This is an optimization exercise on Yosys and OpenROAD, whose aim is small area, a short achievable clock period and few clock cycles per item, not a production implementation.
In this exercise RTL edits were held to simulation tests only and were not proved equivalent to the original.
No activity file was given, so power comes from the tool's default toggle rates.

build 88:
// bitcrush_core
module bitcrush_core (
    input  wire        clk,
    input  wire        rst,
    input  wire        cmd_valid,
    output reg         cmd_ready,
    input  wire [31:0] cmd_data,
    output reg         rsp_valid,
    output wire [31:0] rsp_data
);
For scale: about 340 flip-flops, ~69 I/O pins.
Settings: LEC_CHECK=0, ABC_AREA=1, CAP_MARGIN=20, CORE_MARGIN=2, CORE_UTILIZATION=40, SLEW_MARGIN=20, SYNTH_MEMORY_MAX_BITS=8192, TNS_END_PERCENT=10; clock period 12.0 ns.
standard.sh (not shown) runs the stock make flow with config.mk's settings and CLKGATE_MAP_FILE= SYNTH_SCRIPT=/design/flow/synth_recipe.tcl, a recipe that flattens the netlist after the stock synthesis.
==> flow/flow/run.sh <==
#!/bin/bash
set -euo pipefail
bash standard.sh SETUP_SLACK_MARGIN=7.5 finish > standard.log 2>&1
Build 88 went all the way through synthesis, placement and routing and the layout is clean on timing, DRC and antenna.
Testbench counts of build 88, summed over its fixed seeds: cycles 10,121, items 6,288.
What build 93 does differently from build 88 at the input level:
Settings: ABC_AREA: 1 -> unset; TNS_END_PERCENT: 10 -> unset.
==> flow/flow/run.sh <==
#!/bin/bash
set -euo pipefail
bash standard.sh SETUP_SLACK_MARGIN=8 finish > standard.log 2>&1
[summary]
Across build 88 and build 93, the outcome is the same: a clean finish for every run.
Build 93 — setup slack 0.72 ns lower, build 88 as reference
Relative to build 88, the total met3 wirelength after detailed routing of build 93 is lower by 24%.
Uppermost layer routed = met5: build 88; uppermost layer routed = met4: build 93
Going from build 88 to build 93, the cell area after synthesis was found to have gone up by about 1.3%.
Build 93: total power draw lower than build 88
Relative to build 88, the design area of build 93 is higher by 410 um2.
The post-layout instance count excluding filler cells in build 88 is 1.09 times that in build 93.
Taking build 88 as the reference, in build 93 internal power lower; ratio of final minimum period to clock period higher.
The wire length of the first global-routing pass reported for build 93 is smaller than that of build 88 by about 6%.
Of build 88 and build 93, build 88 shows the higher share of total power in combinational logic, with build 93 below it.
Compared build 93 against build 88; worst path required time within noise.
## Diff of input files: build 53 against build 93
Settings: putting TNS_END_PERCENT at 10 where nothing was set.
==> flow/flow/run.sh <==
#!/bin/bash
set -euo pipefail
bash standard.sh SETUP_SLACK_MARGIN=7 finish > standard.log 2>&1
Notes after the runs:
- Build 53 completed; timing, DRC and antenna clean
- Build 53 ended with more data arrival time at the worst-slack endpoint than build 93.
- Compared with build 93, in build 53 fmax went down, highest cell delay on the worst timing path went up 0.03 ns, proportion of power drawn by combinational gates decreased 5.0 points, buffer and inverter count on the worst path fell 2.
Setup changes, build 53 to build 98
Settings: TNS_END_PERCENT: 10 -> unset.
==> comparison <==
- Higher global-route wire length before repair was reported by build 98, not build 53.
- Build 98 ended with more wire length than build 53.
- Power share of the sequential group sits lower in build 98 than in build 53.
- Overall power of the completed layout grows by a few percent when moving from build 53 to build 98.
- Against build 53, number of global-route vias before repair in build 98 rose slightly.
- Build 98 vs build 53: clock share of power down

== run A ==
bitcrush_core, a different RTL version from the one above (not shown whole).
Size: ~69 I/O pins.
==> flow/config.mk <==
export PLATFORM = sky130hd
export DESIGN_NAME = bitcrush_core
export DESIGN_NICKNAME = bitcrush_core
export VERILOG_FILES = /design/flow/design.v
export SDC_FILE = /design/flow/constraint.sdc
export NUM_CORES = 4
export LEC_CHECK = 0
export CAP_MARGIN = 20
export CORE_MARGIN = 2
export CORE_UTILIZATION = 40
export CTS_BUF_LIST = sky130_fd_sc_hd__clkbuf_4 sky130_fd_sc_hd__clkbuf_8
export SLEW_MARGIN = 20
export SYNTH_MEMORY_MAX_BITS = 8192
==> flow/constraint.sdc <==
create_clock -name core_clock -period 12.0 [get_ports {clk}]
set_input_delay 2.4000 -clock core_clock [delete_from_list [all_inputs] [get_ports {clk}]]
set_output_delay 2.4000 -clock core_clock [all_outputs]
set_load 0.01 [all_outputs]
==> flow/flow/run.sh <==
#!/bin/bash
set -euo pipefail
bash standard.sh SETUP_SLACK_MARGIN=7 finish > standard.log 2>&1
Testbench counts of run A, summed over its fixed seeds: cycles 10,149, items 6,288.
#### Input delta (run B over run A)
Settings: setting PLACE_DENSITY to 0.75 for the first time; removing CTS_BUF_LIST (formerly sky130_fd_sc_hd__clkbuf_4 sky130_fd_sc_hd__clkbuf_8); changing CORE_UTILIZATION from 40 to 60.
- Run B against run A: area after detailed placement went down by 1.4%, fraction of layout cells with a size suffix above 1 went down by 0.17 points, global-route track usage on met1 went up by 17 points, number of non-clock buffers went up by 22, worst hold slack went up by 0.0038 ns.
- Compared with run A, run B ends up with less cell area.
[inputs] run C vs run B
Settings: a deleted PLACE_DENSITY that had been 0.75; an added ABC_AREA of 1; a change of CORE_UTILIZATION from 60 to 40.
==> flow/flow/run.sh <==
#!/bin/bash
set -euo pipefail
bash standard.sh SETUP_SLACK_MARGIN=6.5 finish > standard.log 2>&1
[summary]
- Run B ended up with compound AO/OA/AOI/OAI gates as its largest family of logic cells by synthesized area; run C ended up with simple AND/OR/NAND/NOR gates.
- Side by side, maximum number of pins on one net before global-route repair turned out lower in run C than in run B.
- For number of tap cells added at floorplan, dividing the value from run C by the value from run B gives 1.4.
- Run C vs. run B: non-clock buffer count in the final layout decreased 109; top-level I/O count barely changed; combinational power share has decreased.
- | worst relative slew slack | higher: run C |
> inputs changed (run C -> run D)
Settings: removing ABC_AREA (formerly 1).
==> flow/flow/run.sh <==
#!/bin/bash
set -euo pipefail
bash standard.sh SETUP_SLACK_MARGIN=7 finish > standard.log 2>&1
Results
- Run D: no failed stages, no open violations at the end
- Run D vs. run C: compound-gate portion of the synthesized area now sits higher, routing usage on met2 now sits lower.
- What run D reported for final non-filler cell total has to be multiplied by 1.05 to get the figure for run C.
- | effective utilization at floorplan | run D vs run C | ≈ equal |
- Between run C and run D, portion of the clock cycle consumed by the worst path in the final layout increased.
- Run D ended up with sky130_fd_sc_hd__edfxtp_1 as its master of the slowest instance on the critical path; run C ended up with sky130_fd_sc_hd__fa_1.
- Run D has final area above what run C had.
- [run D] number of detailed-route iterations in the first pass fell 2 relative to run C
- Per the comparison of run D with run C, final worst setup slack decreased 0.38 ns, non-clock buffer count in the final layout increased 98%.
Input changes introduced in run E (baseline for comparison: run D):
Settings: putting TNS_END_PERCENT at 10 where nothing was set; putting ABC_AREA at 1 where nothing was set.
==> flow/flow/run.sh <==
#!/bin/bash
set -euo pipefail
bash standard.sh SETUP_SLACK_MARGIN=7.5 finish > standard.log 2>&1
Notes after the runs:
Across run D and run E, none had a timing, DRC or antenna violation. Count of non-CTS inverters in the layout: run D and run E compared, lower one is run D. Going from run D to run E, proportion of synthesized area in mux cells saw a decrease; fraction of area in registers saw little to no change. Run D → run E: design area moved up; ratio of routed vias to standard cells down 3.3%; total of cells resized after clock tree synthesis increased 34%.
## Diff of input files: run F against run E
==> flow/flow/run.sh <==
#!/bin/bash
set -euo pipefail
bash standard.sh SETUP_SLACK_MARGIN=7 finish > standard.log 2>&1
[summary]
[compare] base=run E new=run F: total global-route track usage fell by 0.92 points; combinational gate power fell by 9.2%; share of power burned in the clock network rose by 0.7 points. Run F against run E: number of design-rule violations left by the first detailed-router iteration now larger; wire length now smaller; final instance area now smaller; total power now smaller; worst-case headroom to the max-slew limit now larger. NOTE cell depth of the worst setup path run E->run F decreased by a little under 10%. Non-clock buffer count is higher on run E. Run E vs run F, destination of the critical timing path: r3[8] vs r3[13].

what the ideal ports hide:
In the flow no input, the clock included, has a driving cell. The finished layouts below were timed again as built, in two steps. Step 1: set_driving_cell puts a clkbuf_16 on clk and a buf_2 on each other input, an assumption about the parent block. Step 2 adds t to the input delays and takes it off the output delays; t is the mean of the earliest and latest rising clock arrival at the registers after step 1. Input paths then give back, and output paths get back, about the clock's delay inside the block. Three values: ideal, step 1, step 2; two values: the first two.
run | shift t [ns] | setup WS [ns] | hold slack, ns | latest minus earliest clock arrival (ns) | worst slew at a driven data input, ns
build 88 | 0.630 | 7.413 / 7.413 / 6.917 | 0.434 / 0.434 / 0.434 | 0.031 / 0.030 | 0.08
build 93 | 0.623 | 6.689 / 6.689 / 6.689 | 0.450 / 0.450 / 0.450 | 0.030 / 0.030 | 0.05
build 53 | 0.651 | 6.608 / 6.608 / 6.608 | 0.447 / 0.447 / 0.447 | 0.024 / 0.024 | 0.05
build 98 | 0.653 | 6.670 / 6.670 / 6.670 | 0.445 / 0.445 / 0.445 | 0.023 / 0.023 | 0.04
run A | 0.732 | 6.420 / 6.420 / 6.420 | 0.453 / 0.453 / 0.453 | 0.054 / 0.054 | 0.07
run B | 0.635 | 6.479 / 6.479 / 6.479 | 0.456 / 0.456 / 0.456 | 0.034 / 0.034 | 0.03
run C | 0.645 | 6.795 / 6.795 / 6.795 | 0.435 / 0.435 / 0.435 | 0.059 / 0.059 | 0.09
run D | 0.617 | 6.416 / 6.416 / 6.416 | 0.450 / 0.450 / 0.450 | 0.059 / 0.059 | 0.07
run E | 0.645 | 7.477 / 7.477 / 6.981 | 0.448 / 0.448 / 0.448 | 0.017 / 0.017 | 0.09
run F | 0.647 | 7.166 / 7.166 / 6.993 | 0.434 / 0.434 / 0.434 | 0.055 / 0.055 | 0.09
After both steps setup and hold are still met in every run listed.
